This design comes from an exercise in tuning for small area on the open sky130 flow, not from production work. RTL that was checked went through simulation tests only; none was proved equivalent to the original. Only the layout flow was run in run 3; the RTL was not checked for function there. No driver is modelled on the clock port, so clocking that relies on it looks cheaper here than on a real chip. Power is estimated from default activity; no workload was simulated.

`flow/flow/clktree.tcl`:
```
# Clock tree, run before CTS (PRE_CTS_TCL). The flip-flops are split into
# four groups of equal size by position (capacity-limited k-means); each group
# gets one clkbuf_8 at its centroid that drives the group's clock pins. The
# clock port drives only these four buffers. CTS then finds the clock nets
# already buffered and leaves them as they are.
set clk_k 4
set clk_leaf sky130_fd_sc_hd__clkbuf_8

set block [ord::get_db_block]
set dbu [$block getDbUnitsPerMicron]
set clk_port [lindex [get_ports -quiet clk] 0]
set clknet [$block findNet clk]
set sinks {}
foreach it [$clknet getITerms] {
  set inst [$it getInst]
  set bb [$inst getBBox]
  lappend sinks [list [expr {([$bb xMin] + [$bb xMax]) / 2.0 / $dbu}] \
                      [expr {([$bb yMin] + [$bb yMax]) / 2.0 / $dbu}] \
                      "[$inst getName]/[[$it getMTerm] getName]"]
}
set n [llength $sinks]
set cap [expr {int(ceil(double($n) / $clk_k))}]
# initial centres spread along x
set sorted [lsort -real -index 0 $sinks]
set cents {}
for {set i 0} {$i < $clk_k} {incr i} {
  set s [lindex $sorted [expr {int(($i + 0.5) * $n / $clk_k)}]]
  lappend cents [list [lindex $s 0] [lindex $s 1]]
}
proc clk_dist {s c} {
  return [expr {abs([lindex $s 0] - [lindex $c 0]) + abs([lindex $s 1] - [lindex $c 1])}]
}
for {set iter 0} {$iter < 50} {incr iter} {
  set groups {}
  set cnt {}
  for {set i 0} {$i < $clk_k} {incr i} { lappend groups {}; lappend cnt 0 }
  # sinks far from every centre choose first
  set order {}
  foreach s $sinks {
    set bd 1e30
    foreach c $cents { set d [clk_dist $s $c]; if {$d < $bd} { set bd $d } }
    lappend order [list $bd $s]
  }
  foreach e [lsort -real -decreasing -index 0 $order] {
    set s [lindex $e 1]
    set best -1; set bd 1e30
    for {set i 0} {$i < $clk_k} {incr i} {
      if {[lindex $cnt $i] >= $cap} continue
      set d [clk_dist $s [lindex $cents $i]]
      if {$d < $bd} { set bd $d; set best $i }
    }
    lset groups $best [concat [lindex $groups $best] [list $s]]
    lset cnt $best [expr {[lindex $cnt $best] + 1}]
  }
  set newc {}
  for {set i 0} {$i < $clk_k} {incr i} {
    set g [lindex $groups $i]
    if {[llength $g] == 0} { lappend newc [lindex $cents $i]; continue }
    set sx 0; set sy 0
    foreach s $g { set sx [expr {$sx + [lindex $s 0]}]; set sy [expr {$sy + [lindex $s 1]}] }
    lappend newc [list [expr {$sx / [llength $g]}] [expr {$sy / [llength $g]}]]
  }
  set cents $newc
}
for {set i 0} {$i < $clk_k} {incr i} {
  set g [lindex $groups $i]
  if {[llength $g] == 0} continue
  set pins {}
  foreach s $g { lappend pins [get_pins [lindex $s 2]] }
  set c [lindex $cents $i]
  puts "clock group $i: [llength $g] sinks, buffer at $c"
  insert_buffer -buffer_cell $clk_leaf -load_pins $pins -location $c \
    -buffer_name clkbuf_leaf_$i -net_name clknet_leaf_$i
}
foreach net [$block getNets] {
  if {[string match clknet_leaf_* [$net getName]] || [$net getName] eq "clk"} {
    $net setSigType CLOCK
  }
}
set_propagated_clock [all_clocks]
```
`flow/config.mk`:
```
export PLATFORM = sky130hd
export DESIGN_NAME = lmp_rx
export DESIGN_NICKNAME = lmp_rx
export VERILOG_FILES = /design/flow/design.v
export SDC_FILE = /design/flow/constraint.sdc
export NUM_CORES = 4
export LEC_CHECK = 0
export CAP_MARGIN = 0
export CORE_MARGIN = 2
export CORE_UTILIZATION = 65
export PLACE_DENSITY = 0.8
export SLEW_MARGIN = 0
```
`flow/flow/synth.tcl`:
```
proc synth {args} { yosys synth -nofsm -noshare {*}$args }
proc abc {args} {
  set i [lsearch $args -script]
  if {$i >= 0 && [info exists ::env(MY_ABC_SCRIPT)]} { lset args [expr {$i+1}] $::env(MY_ABC_SCRIPT) }
  yosys abc {*}$args
}
source $::env(SCRIPTS_DIR)/synth.tcl
# left out here: clear keep_hierarchy, flatten, clean up, hide names made inside functions, write 1_2_yosys.v
```
`flow/flow/run.sh`:
```
#!/bin/bash
# The standard layout flow with these changes:
#  - synthesis is the standard one (same script, fsm/share skipped, same
#    flattening and renaming, same registers) except that ABC maps the
#    combinational logic with an area-oriented script (flow/area.abc);
#  - the port buffers are the smallest buffer (buf_1);
#  - the clock tree is built by flow/clktree.tcl (four clkbuf_8, each
#    driving a quarter of the flip-flops) before CTS; CTS, given the same buffer, then adds nothing.
set -uo pipefail
export MY_ABC_SCRIPT=$PWD/flow/area.abc
bash standard.sh \
  SYNTH_SCRIPT=$PWD/flow/synth.tcl \
  BUFFER_PORTS_ARGS="-buffer_cell sky130_fd_sc_hd__buf_1" \
  PRE_CTS_TCL=$PWD/flow/clktree.tcl \
  CTS_ARGS="-sink_clustering_enable -repair_clock_nets -dont_use_dummy_load -buf_list sky130_fd_sc_hd__clkbuf_8" \
  finish > standard.log 2>&1
```
`flow/standard.sh`:
```
#!/bin/bash
# synth_recipe.tcl (not shown) runs the flow's synth.tcl, then flattens the netlist and writes it again
# the make line also repeats each setting of config.mk as NAME=value (left out here)
make -C /OpenROAD-flow-scripts/flow DESIGN_CONFIG=/design/flow/config.mk WORK_HOME=/design/flow/orfs CLKGATE_MAP_FILE= SYNTH_SCRIPT=/design/flow/synth_recipe.tcl "${@:-finish}"
```
`flow/flow/area.abc`:
```
strash
&get -n
&dc2
&dch -f
&put
amap -m
topo
```
`flow/constraint.sdc`:
```
create_clock -name core_clock -period 10.0 [get_ports {clk}]
set_input_delay 2.0000 -clock core_clock [delete_from_list [all_inputs] [get_ports {clk}]]
set_output_delay 2.0000 -clock core_clock [all_outputs]
set_load 0.01 [all_outputs]
```
`flow/design.v`:
```
module lmp_rx #(
    parameter T_GUARD = 40,
    parameter T_BIT   = 24,
    parameter CNT_W   = 16
) (
    input  wire             clk,
    input  wire             rst,
    input  wire             line_in,
    input  wire             rpt_ack,
    output wire             busy,
    output wire             out_valid,
    output wire             out_err,
    output wire [1:0]       out_code,
    output wire             out_type,
    output wire [15:0]      out_payload,
    output wire             out_parity,
    output wire [CNT_W-1:0] out_old,
    output wire [CNT_W-1:0] cnt_out
);
    localparam [4:0] T_A = 5'b00111;
    localparam [4:0] T_B = 5'b00110;
    localparam [4:0] S_0 = 5'b10101;
    reg        busy_r;
    reg [4:0]  tmr;
    reg [4:0]  step;
    reg [17:0] sr;
    reg        rp;
    reg [15:0] o_pay;
    reg [15:0] o_old;
    reg        o_type;
    reg        o_par;
    reg        o_perr;
    reg        fresh;
    wire wrap    = ~tmr[0] & tmr[1] & ~tmr[2] & ~tmr[4];      
    wire st1     = step[1] & ~step[2] & step[3];              
    wire st_skip = step[2] & ~step[3] & step[4];              
    wire st_dec  = ~step[0] & step[1] & step[4];              
    wire st_rpt  = step[0] & ~step[1] & step[2] & ~step[4];   
    wire rx      = busy_r & ~st_rpt;
    wire tick    = rx & wrap;
    wire sample  = tick & ~st_skip & ~st_dec;
    wire decode  = tick & st_dec;
    wire ack_rel = busy_r & st_rpt & rpt_ack;
    wire        selp  = ~o_perr & o_type;
    wire        cin   = ~o_perr & ~o_type & ~fresh;
    wire [15:0] diff  = o_pay ^ o_old;
    wire        match = ~|diff;
    wire [16:0] carry;
    assign carry[0] = cin;
    genvar gi;
    generate
        for (gi = 0; gi < 16; gi = gi + 1) begin : g_cnt
            assign carry[gi+1] = carry[gi] & o_old[gi];
        end
    endgenerate
    wire [15:0] cnt = o_old ^ (({16{selp}} & diff) | carry[15:0]);
    always @(posedge clk) begin
        if (!rx)
            tmr <= T_B;
        else if (wrap)
            tmr <= st1 ? T_B : T_A;
        else
            tmr <= {tmr[3:0], ~(tmr[4] ^ tmr[1])};
        if (rst || !busy_r || ack_rel)
            step <= S_0;
        else if (tick)
            step <= {step[3:0], ~(step[4] ^ step[1])};
        if (sample) begin
            sr <= {line_in, sr[17:1]};
            rp <= ~st1 & (rp ^ line_in);
        end
        if (rst)
            busy_r <= 1'b0;
        else if (!busy_r)
            busy_r <= line_in;
        else if (ack_rel)
            busy_r <= 1'b0;
        if (rst) begin
            o_pay  <= 16'd0;
            o_old  <= 16'd0;
            o_type <= 1'b0;
            o_par  <= 1'b0;
            o_perr <= 1'b0;
            fresh  <= 1'b1;
        end else if (decode) begin
            o_pay  <= sr[16:1];
            o_old  <= cnt;
            o_type <= sr[0];
            o_par  <= sr[17];
            o_perr <= rp;
            fresh  <= 1'b0;
        end
    end
    assign busy        = busy_r;
    assign out_valid   = busy_r & st_rpt;
    assign out_code    = {o_perr | (o_type & ~match), o_perr | (o_type & match)};
    assign out_err     = out_code[1];
    assign out_type    = o_type;
    assign out_payload = o_pay;
    assign out_parity  = o_par;
    assign out_old     = o_old;
    assign cnt_out     = cnt;
endmodule
```
==> impl_metrics.tcl, run 1 <==
set metrics [dict create \
    status "timing/DRC/antenna clean" \
    synth_cells 242 \
    fin_util_pct 75.4 \
    yosysUniqueCellTypes 24 \
    pwr-share-comb_pct 2.6 \
    globalplace.congestion 0.786 \
    vias 2204 \
    worst_path_most_repeated_cell "and3_1" \
    num_rows 23 \
    grt_pass1_wl_mm 9.69 \
    hold_depth 1 \
    relSlewSlack_pct 32.2 \
    worst_pin_slew_ns 1.01 \
    crit_path_cell_trace "clkinv_1 > nor2_1 > and3_1 > and3_1 > and3_1 > and3_1 > nand2_1 > nor2_1 > nand2_1 > clkinv_1 > and3_1 > a22oi_1 > o21ai_0 > buf_1" \
    min_path_type "reg -> reg" \
    io_buffers 58 \
    dieHeight_um 67.6 \
    power_switching_mw 0.0726 \
    drtIter0Drc 174 \
    layout_commonest_cell "buf_1" \
    power_frac_seq_pct 71.3 \
    drc 0 \
    start_util_pct 66.6 \
    crit_type "reg -> out" \
    die_w_um 67.6 \
    synth_flop_cell "dfxtp_1" \
    routedWlPerCell_um 16.4 \
    p_per_area_nw_per_um2 131 \
    synth_edf_count 19 \
    drt_pass1_iterations 4 \
    ys_warn_count 1 \
    finalSetupViolCount 0 \
    synthToLayoutAreaGrowth_pct 13.1 \
    pwr-share-clk_pct 26.1 \
    yosys.area.top_type "dfxtp_1" \
    ir_drop_v 0.0000881 \
    rsz0062_at_grt "false" \
    netlist_area_um2 2630 \
    layout-drive-gt1-share_pct 2.30 \
    synth_seq_cells 66 \
    postCtsHoldBufs 0 \
    switching_share_pct 18.7 \
    p_int_mw 0.317 \
    post-cts-setup-buffer-count 0 \
    r2r.worst_path.cells 15 \
    hold_viol 0 \
    post_cts_resized 0 \
    syn_nets 246 \
    maxCapViolations 0 \
    n_antenna_cell 0 \
    synth_top_area_share_pct 35.8 \
    drt-total-wl_mm 5.84 \
    place_inst 351 \
    use_met2_pct 42.2 \
    grt_util_all_layers_pct 26.9 \
    hpwl_mm 4.01 \
    grt_use_met1_pct 41.4 \
    synth_area_leaders "dfxtp_1, edfxtp_1, o221a_1, a21oi_1, nor2_1" \
    cp-end-kind "output pin" \
    worstPathArrival_ns 3.22 \
    fin_crit_ns 5.22 \
    slowest_delay_ns 0.37 \
    insertion_delay_ns 0.16 \
    fin_crit_sh_pct 52.2 \
    fin_skew_ns 0.00666 \
    antenna_found_initial 0 \
    cp_data_required_time_ns 8.00 \
    fin_setup_tns_ns 0 \
    ant_nets 0 \
    reg2reg_slack_ns 6.83 \
    avgSynthCellArea_um2 10.9 \
    coreArea_um2 3940 \
    r2r-start "o_old[0]" \
    holdCritStartpoint "tmr[3]" \
    finalMaxSlewViolations 0 \
    gr-total-overflow 0 \
    fin_nets 311 \
    viasPerCell 6.21 \
    clk_pin_slew_ns 0.10 \
    crit_path_start_kind "register" \
    r2r_end "o_old[15]" \
    fin_hold_ws_ns 0.453 \
    ys_seq_area_share_pct 57.5 \
    synthArstFlopShare_pct 0 \
    cpMaxStageDelayCell "dfxtp_1" \
    grt_pass1_vias 1905 \
    fmax_mhz 191 \
    min_to "tmr[4]" \
    grt_start_max_net_pins 37 \
    leakagePower_nw 1.00 \
    io_pins 59 \
    busiest_layer "met2" \
    worstPathMaxFanout 5 \
    met3_usage_pct 3.17 \
    fp.dieArea_um2 4570 \
    fin_cells 355 \
    final_cell_mix "buf_1, dfxtp_1, o221a_1" \
]
==> Yosys cell counts, types with 3 or more instances <==
master / count
edfxtp_1: 19
or2_0: 3
clkinv_1: 18
dfxtp_1: 47
o221ai_1: 3
o22ai_1: 7
nor2b_1: 3
nand2_1: 17
nor2_1: 24
a221oi_1: 10
o21ai_0: 8
nand3_1: 3
nor4_1: 4
nor3_1: 3
a21oi_1: 26
o221a_1: 34
and3_1: 6
==> state kept, by name (all words and copies together), names as in the netlist <==
register / cells
o_old: 16
step: 5
busy_r: 1
rp: 1
o_perr: 1
o_par: 1
o_type: 1
tmr: 5
o_pay: 16
fresh: 1
sr: 18
==> area by class of cell, clock buffers not listed <==
class | count | area [um2]
tap | 50 | 62.6
timing repair buffer | 60 | 233
multi-input combinational | 157 | 1040
inverter | 18 | 67.6
fill | 285 | 970
sequential | 66 | 1510
==> kinds of logic after synthesis <==
family / synth area share (%)
AOI/OAI and AO/OA: 28.2
xor gates and xnor gates: 0.333
buffers and inverters: 2.86
DFF: 57.5
and+or+nand+nor: 11.0
==> stage by stage <==
step / worst slack, ns / power (mW) / area (um2)
finish: 4.78 / 0.389 / 2970
global route: 4.31 / 0.404 / 2970
CTS: 4.80 / 0.392 / 2970
detailed placement: 5.02 / 0.294 / 2920
global placement: 5.17 / 0.294 / 2920
floorplan: 5.30 / 0.291 / 2630
==> power groups by stage <==
stage / Sequential, mW / Combinational, mW / Clock [mW]
floorplan: 0.284 / 0.00685 / 0
global placement: 0.284 / 0.00984 / 0
detailed placement: 0.284 / 0.0100 / 0
CTS: 0.278 / 0.0101 / 0.104
global route: 0.278 / 0.0115 / 0.114
finish: 0.278 / 0.00995 / 0.102
==> worst max path at each step <==
stage          slack [ns]  cells past startpoint          end     start
2_1_floorplan        5.30                     13  cnt_out[15]  o_old[0]
3_3_place_gp         5.17                     15  cnt_out[15]    o_type
3_5_place_dp         5.02                     14  cnt_out[15]  o_old[0]
4_1_cts              4.80                     14  cnt_out[15]  o_old[0]
5_1_grt              4.31                     15  cnt_out[15]    o_type
6_report             4.78                     14  cnt_out[15]  o_old[0]
==> routing by layer <==
layer | share of wire (%) | wire (um)
met1 | 47 | 2730
met2 | 47 | 2720
met4 | 0.75 | 44
met3 | 5.9 | 346
met5 | 0 | 0
==> worst max-delay path: cells and delay by family, from the launching register on <==
kind,cells,cell delay (ns)
buf+inv,3,0.39
simple gates,9,1.95
flops,1,0.37
compound gates,2,0.36
==> inputs of run 2 (changes only) <==
--- a/flow/design.v
+++ b/flow/design.v
@@ -38,9 +38,9 @@
     wire st_rpt  = step[0] & ~step[1] & step[2] & ~step[4];   
     wire rx      = busy_r & ~st_rpt;
     wire tick    = rx & wrap;
-    wire sample  = tick & ~st_skip & ~st_dec;
+    wire sample  = tick & ~st_skip;      
     wire decode  = tick & st_dec;
-    wire ack_rel = busy_r & st_rpt & rpt_ack;
+    wire ack_rel = st_rpt & rpt_ack;
     wire        selp  = ~o_perr & o_type;
     wire        cin   = ~o_perr & ~o_type & ~fresh;
     wire [15:0] diff  = o_pay ^ o_old;
@@ -61,7 +61,7 @@
             tmr <= st1 ? T_B : T_A;
         else
             tmr <= {tmr[3:0], ~(tmr[4] ^ tmr[1])};
-        if (rst || !busy_r || ack_rel)
+        if (!busy_r)
             step <= S_0;
         else if (tick)
             step <= {step[3:0], ~(step[4] ^ step[1])};
==> run 2 against run 1 <==
  * Utilization down 0.41 points
  * Maximum frequency down 7.9%
  * Sequential power about the same
  * Global-route usage down 1.9 points
  * Design area down 0.55%
  * Die area down 0.72%
  * Largest cell class unchanged
  * Power up 0.44%
  * Critical path type unchanged
==> impl_metrics.tcl, run 2 <==
set metrics [dict create \
    p_per_area_nw_per_um2 132 \
    drt_pass1_iterations 4 \
    min_path_type "reg -> reg" \
    synth_cells 251 \
    synth_seq_cells 66 \
    viasPerCell 6.12 \
    layout_commonest_cell "buf_1" \
    num_rows 23 \
    post-cts-setup-buffer-count 0 \
    drt-total-wl_mm 5.86 \
    fin_nets 320 \
    largest_reg_flops 18 \
    rsz0062_at_grt "false" \
    ys_seq_area_share_pct 58.0 \
    drc 0 \
    synthTopCellsByCount "dfxtp_1, a21oi_1, nor2_1, o221a_1, clkinv_1" \
    clk_pin_slew_ns 0.11 \
    r2r.worst_path.cells 19 \
    top_regs "sr x18, o_old x16, o_pay x16" \
    avgSynthCellArea_um2 10.4 \
    leakagePower_nw 0.954 \
    cp_data_required_time_ns 8.00 \
    synth_edf_count 19 \
    insertion_delay_ns 0.16 \
    grt_pass1_vias 1817 \
    globalplace.congestion 0.754 \
    slowest_delay_ns 0.39 \
    r2r-start "o_type" \
    hold_depth 0 \
    worst_path_most_repeated_cell "nand2_1" \
    fin_crit_ns 5.67 \
    grt_util_all_layers_pct 25.0 \
    crit_path_start_kind "register" \
    relSlewSlack_pct 18.5 \
    layout-drive-gt1-share_pct 2.23 \
    cpMaxStageDelayCell "nor3_1" \
    fmax_mhz 176 \
    crit_type "reg -> out" \
    io_pins 59 \
    syn_nets 255 \
    antenna_found_initial 0 \
    worst_pin_slew_ns 1.22 \
    postCtsHoldBufs 0 \
    grt_start_max_net_pins 44 \
    worstPathArrival_ns 3.67 \
    min_to "sr[7]" \
    finalSetupViolCount 0 \
    ys_warn_count 1 \
    coreArea_um2 3940 \
    dieHeight_um 67.3 \
    fp.dieArea_um2 4530 \
    top_register "sr" \
    fin_crit_sh_pct 56.7 \
    start_util_pct 66.1 \
    synth_flop_cell "dfxtp_1" \
    drtIter0Drc 107 \
    maxCapViolations 0 \
    synthArstFlopShare_pct 0 \
    routedWlPerCell_um 16.1 \
    worstPathMaxFanout 4 \
    fin_skew_ns 0.0106 \
    post_cts_resized 0 \
    synth_most_common_cell "dfxtp_1" \
    synth_area_leaders "dfxtp_1, edfxtp_1, o221a_1, a21oi_1, nor2_1" \
    hold_viol 0 \
    io_buffers 58 \
    vias 2229 \
    fin_setup_tns_ns 0 \
    reg2reg_slack_ns 6.36 \
    ant_nets 0 \
    finalMaxSlewViolations 0 \
    fin_util_pct 75.0 \
    synthToLayoutAreaGrowth_pct 13.4 \
    final_cell_mix "buf_1, dfxtp_1, a21oi_1" \
    ir_drop_v 0.000115 \
    r2r_end "o_old[15]" \
    netlist_area_um2 2610 \
    holdCritStartpoint "sr[8]" \
    n_antenna_cell 0 \
    yosys.area.top_type "dfxtp_1" \
    cp-end-kind "output pin" \
    gr-total-overflow 0 \
    crit_path_cell_trace "clkinv_1 > nand3_1 > nor2b_1 > nand2_1 > nor2_1 > nand2_1 > nor2_1 > nand2_1 > nor2_1 > nand2_1 > nor2_1 > nand2_1 > nor2_1 > nand2_1 > nor3_1 > a22oi_1 > o21ai_0 > buf_1" \
    synth_top_area_share_pct 36.1 \
    yosysUniqueCellTypes 24 \
    grt_pass1_wl_mm 8.89 \
    status "timing/DRC/antenna clean" \
    die_w_um 67.3 \
    hpwl_mm 3.89 \
]
## run 2: cell types whose count changed after synthesis, sizes merged, moves of 2 or more
cell | previous run | this run
a221oi | 10 | 8
a21oi | 26 | 33
clkinv | 18 | 20
o221a | 34 | 28
and3 | 6 | 0
nor2 | 24 | 28
o21ai | 8 | 16
o221ai | 3 | 0
a211oi | 1 | 3
## run 2: critical path, delay by kind of cell (launching register included)
kind / cells / cell delay (ns)
compound gates: 2 / 0.44
buf+inv: 2 / 0.25
flops: 1 / 0.35
simple gates: 14 / 2.45
## run 2: worst max-delay path by stage
stage           start          end  slack [ns]  cells after the start
6_report       o_type  cnt_out[15]        4.33                     18
5_1_grt        o_type  cnt_out[15]        3.83                     18
4_1_cts        o_type  cnt_out[15]        4.36                     18
3_5_place_dp   o_type  cnt_out[15]        4.57                     18
3_3_place_gp   o_type  cnt_out[15]        4.69                     18
2_1_floorplan  o_type  cnt_out[15]        5.00                     17
## run 2: cell families after synthesis
group	Yosys count	synth area share, %
flip-flops	66	58.0
AO/OA/AOI/OAI	101	28.5
AND/OR/NAND/NOR	63	10.4
buffers and inverters	21	3.17
## run 2: final cells by class, clock buffers not listed
class	instances	area (um2)
flip-flops and latches	66	1510
inverters	20	75.1
repair buffers	60	233
fillers	298	986
multi-input cells	164	1020
well taps	50	62.6
## run 2: where the power goes
part | internal (mW) | switching (mW)
Sequential | 0.276 | 0.00179
Combinational | 0.00296 | 0.00617
Clock | 0.0372 | 0.0670
## run 2: routing by layer
metal / vias to the layer above / global-route usage [%] / routed length, um
met5: - / 0 / 0
met4: 0 / 2.55 / 27
met3: 2 / 3.00 / 401
met2: 76 / 40.8 / 2630
met1: 1055 / 37.3 / 2800
li1: 1096 / - / -
## run 2: through the flow
stage	cell area [um2]	power (mW)	hold WS, ns	cells	setup slack [ns]
global placement	2900	0.292	0.424	360	4.69
finish	2960	0.391	0.456	364	4.33
global route	2960	0.402	0.466	364	3.83
detailed placement	2900	0.293	0.439	360	4.57
CTS	2960	0.391	0.460	364	4.36
floorplan	2610	0.289	0.410	251	5.00
==> inputs of run 3 (changes only) <==
--- a/flow/design.v
+++ b/flow/design.v
@@ -19,8 +19,8 @@
 );
     localparam [4:0] T_A = 5'b00111;
     localparam [4:0] T_B = 5'b00110;
-    localparam [4:0] S_0 = 5'b10101;
-    reg        busy_r;
+    localparam [4:0] S_0    = 5'b10101;
+    localparam [4:0] S_IDLE = 5'b11111;
     reg [4:0]  tmr;
     reg [4:0]  step;
     reg [17:0] sr;
@@ -36,11 +36,11 @@
     wire st_skip = step[2] & ~step[3] & step[4];              
     wire st_dec  = ~step[0] & step[1] & step[4];              
     wire st_rpt  = step[0] & ~step[1] & step[2] & ~step[4];   
-    wire rx      = busy_r & ~st_rpt;
+    wire st_idle = step[0] & step[1] & step[3];               
+    wire rx      = ~st_idle & ~st_rpt;
     wire tick    = rx & wrap;
-    wire sample  = tick & ~st_skip;      
+    wire sample  = tick & ~st_skip & ~st_dec;
     wire decode  = tick & st_dec;
-    wire ack_rel = st_rpt & rpt_ack;
     wire        selp  = ~o_perr & o_type;
     wire        cin   = ~o_perr & ~o_type & ~fresh;
     wire [15:0] diff  = o_pay ^ o_old;
@@ -61,7 +61,9 @@
             tmr <= st1 ? T_B : T_A;
         else
             tmr <= {tmr[3:0], ~(tmr[4] ^ tmr[1])};
-        if (!busy_r)
+        if (rst || (st_rpt && rpt_ack))
+            step <= S_IDLE;
+        else if (st_idle && line_in)
             step <= S_0;
         else if (tick)
             step <= {step[3:0], ~(step[4] ^ step[1])};
@@ -69,12 +71,6 @@
             sr <= {line_in, sr[17:1]};
             rp <= ~st1 & (rp ^ line_in);
         end
-        if (rst)
-            busy_r <= 1'b0;
-        else if (!busy_r)
-            busy_r <= line_in;
-        else if (ack_rel)
-            busy_r <= 1'b0;
         if (rst) begin
             o_pay  <= 16'd0;
             o_old  <= 16'd0;
@@ -91,8 +87,8 @@
             fresh  <= 1'b0;
         end
     end
-    assign busy        = busy_r;
-    assign out_valid   = busy_r & st_rpt;
+    assign busy        = ~st_idle;
+    assign out_valid   = st_rpt;
     assign out_code    = {o_perr | (o_type & ~match), o_perr | (o_type & match)};
     assign out_err     = out_code[1];
     assign out_type    = o_type;
==> run 3 against run 2 <==
  * Clock skew grew 0.0040 ns
  * Critical path type unchanged
  * Cell count up 1.4%
  * Synthesized cell count grew 1.6%
  * Critical path depth fell by 1
==> impl_metrics.tcl, run 3 <==
set metrics [dict create \
    synth_cells 255 \
    postCtsHoldBufs 0 \
    hold_viol 0 \
    synth_flop_cell "dfxtp_1" \
    synth_area_leaders "dfxtp_1, edfxtp_1, o221a_1, a21oi_1, clkinv_1" \
    coreArea_um2 3940 \
    dpl-instance-area_um2 2930 \
    worstPathMaxFanout 4 \
    fin_skew_ns 0.0146 \
    status "timing/DRC/antenna clean" \
    grt_pass1_wl_mm 9.17 \
    drc 0 \
    fmax_mhz 179 \
    ant_nets 0 \
    io_buffers 58 \
    min_path_type "reg -> reg" \
    n_antenna_cell 0 \
    synthToLayoutAreaGrowth_pct 13.6 \
    maxCapViolations 0 \
    grt_util_all_layers_pct 26.0 \
    syn_nets 259 \
    final_cell_mix "buf_1, dfxtp_1, a21oi_1" \
    post_cts_resized 0 \
    post-cts-setup-buffer-count 0 \
    drtIter0Drc 223 \
    num_rows 23 \
    r2r-start "step[0]" \
    synth_most_common_cell "dfxtp_1" \
    io_pins 59 \
    grt_start_max_net_pins 46 \
    layout_commonest_cell "buf_1" \
    finalMaxSlewViolations 0 \
    synthArstFlopShare_pct 0 \
    cp_data_required_time_ns 8.00 \
    yosys.area.top_type "dfxtp_1" \
    crit_path_start_kind "register" \
    top_register "sr" \
    fin_crit_ns 5.59 \
    ir_drop_v 0.000150 \
    startpoint "o_old[0]" \
    synthTopCellsByCount "dfxtp_1, a21oi_1, o221a_1" \
    yosysUniqueCellTypes 28 \
    cp-end-kind "output pin" \
    leakagePower_nw 0.973 \
    layout-drive-gt1-share_pct 2.51 \
    antenna_found_initial 0 \
    start_util_pct 66.6 \
    avgSynthCellArea_um2 10.3 \
    r2r_end "o_pay[2]" \
    rsz0062_at_grt "false" \
    synth_edf_count 19 \
    ys_seq_area_share_pct 56.8 \
    drt-total-wl_mm 5.89 \
    netlist_area_um2 2620 \
    finalSetupViolCount 0 \
    top_regs "sr x18, o_old x16, o_pay x16" \
    fp.dieArea_um2 4560 \
    worst_pin_slew_ns 1.03 \
    dieHeight_um 67.5 \
    p_per_area_nw_per_um2 149 \
    clk_pin_slew_ns 0.10 \
    ys_warn_count 1 \
    insertion_delay_ns 0.16 \
    fin_nets 325 \
    fin_crit_sh_pct 55.9 \
    setup.worst_path.end "cnt_out[15]" \
    largest_reg_flops 18 \
    viasPerCell 6.17 \
    drt_pass1_iterations 6 \
    relSlewSlack_pct 31.1 \
    gr-total-overflow 0 \
    synth_seq_cells 65 \
    worstPathArrival_ns 3.59 \
    synth_top_area_share_pct 35.1 \
    globalplace.congestion 0.794 \
    grt_pass1_vias 1928 \
    routedWlPerCell_um 16.0 \
    hpwl_mm 4.09 \
    total_power_mw 0.444 \
    fin_setup_tns_ns 0 \
    fin_area_um2 2980 \
    reg2reg_slack_ns 6.31 \
    crit_type "reg -> out" \
    vias 2278 \
    r2r.worst_path.cells 9 \
    die_w_um 67.5 \
]
[run 3: power by group]
part | total, mW | leakage [nW] | internal (mW) | switching, mW
logic | 0.0479 | 0.401 | 0.0162 | 0.0317
registers | 0.297 | 0.544 | 0.289 | 0.00800
clock network | 0.0988 | 0.0288 | 0.0370 | 0.0618
total | 0.444 | 0.973 | 0.342 | 0.101
[run 3: logic make-up (layout without fill, tap and decap cells)]
family          count (synthesis)  after routing  synth area share (%)
buf+inv                        26             90                  3.86
simple gates                   60             60                  9.82
flops                          65             65                  56.8
compound gates                103            103                  29.1
xor+xnor                        1              1                 0.334
[run 3: cell type report, clock buffers not listed]
type	count	area, um2
Sequential cell	65	1490
Multi-Input combinational cell	164	1040
Fill cell	288	962
Timing Repair Buffer	61	240
Inverter	25	93.8
Tap cell	50	62.6
[run 3: stage by stage]
step / worst slack, ns / util (%) / cells / hold slack, ns
final: 4.41 / 75.6 / 369 / 0.444
after global routing: 3.90 / 75.6 / 369 / 0.459
after floorplan: 4.99 / - / 255 / 0.414
after CTS: 4.42 / 75.6 / 369 / 0.449
after detailed placement: 4.63 / 74.2 / 365 / 0.428
after global placement: 4.79 / 74.2 / 365 / 0.421
[run 3: worst max-delay path: stages, from the launching register on]
cell and delay [ns]:
dfxtp_1 0.37, clkinv_1 0.13, nor2_1 0.24, nand2_1 0.11
nor2_1 0.22, nand2_1 0.11, nor2_1 0.21, nand2_1 0.10
nor2_1 0.21, nand2_1 0.11, nor2_1 0.21, nand2_1 0.11
nor2_1 0.20, nand2_1 0.13, nor3_1 0.39, a22oi_1 0.18
o21ai_0 0.22, buf_1 0.18
[run 3: worst min path at each step]
stage	startpoint	end	slack (ns)	depth (start not counted)
after detailed placement	tmr[3]	tmr[4]	0.43	1
after CTS	tmr[3]	tmr[4]	0.45	1
after global placement	tmr[3]	tmr[4]	0.42	1
after global routing	tmr[3]	tmr[4]	0.46	1
after floorplan	tmr[3]	tmr[4]	0.41	1
final	tmr[3]	tmr[4]	0.44	1
[run 3: routing by layer]
layer	wire (um)	track usage, %	up-vias	part of all wire, %
met2	2650	40.4	116	45
met4	63	4.08	0	1.1
met1	2630	39.7	1035	45
met5	0	0	-	0
li1	-	-	1120	-
met3	546	3.17	7	9.3

==> static timing again, ports no longer ideal <==
The flow's constraints put no driver on any port. The routed layouts listed below were extracted and timed again, unchanged, in two steps. Step 1 sets driving cells, clkbuf_16 on the clock port and buf_2 on the other inputs (assumed; they add their load-dependent delay and slew). Step 2 adds t to the input delays and takes it off the output delays; t is the mean of the earliest and latest rising clock arrival at the registers after step 1. Input paths then give back, and output paths get back, about the clock's delay inside the block. Slacks: no drivers / after step 1 / after step 2; pairs: no drivers / after step 1.
| run | t, ns | slack for setup (ns) | worst setup path at the end |
|---|---|---|---|
| run 1 | 0.207 | 4.775 / 4.723 / 4.930 | register to output |
| run 2 | 0.213 | 4.328 / 4.273 / 4.486 | register to output |
| run 3 | 0.206 | 4.412 / 4.357 / 4.563 | register to output |
After both steps every run listed still meets setup and hold.
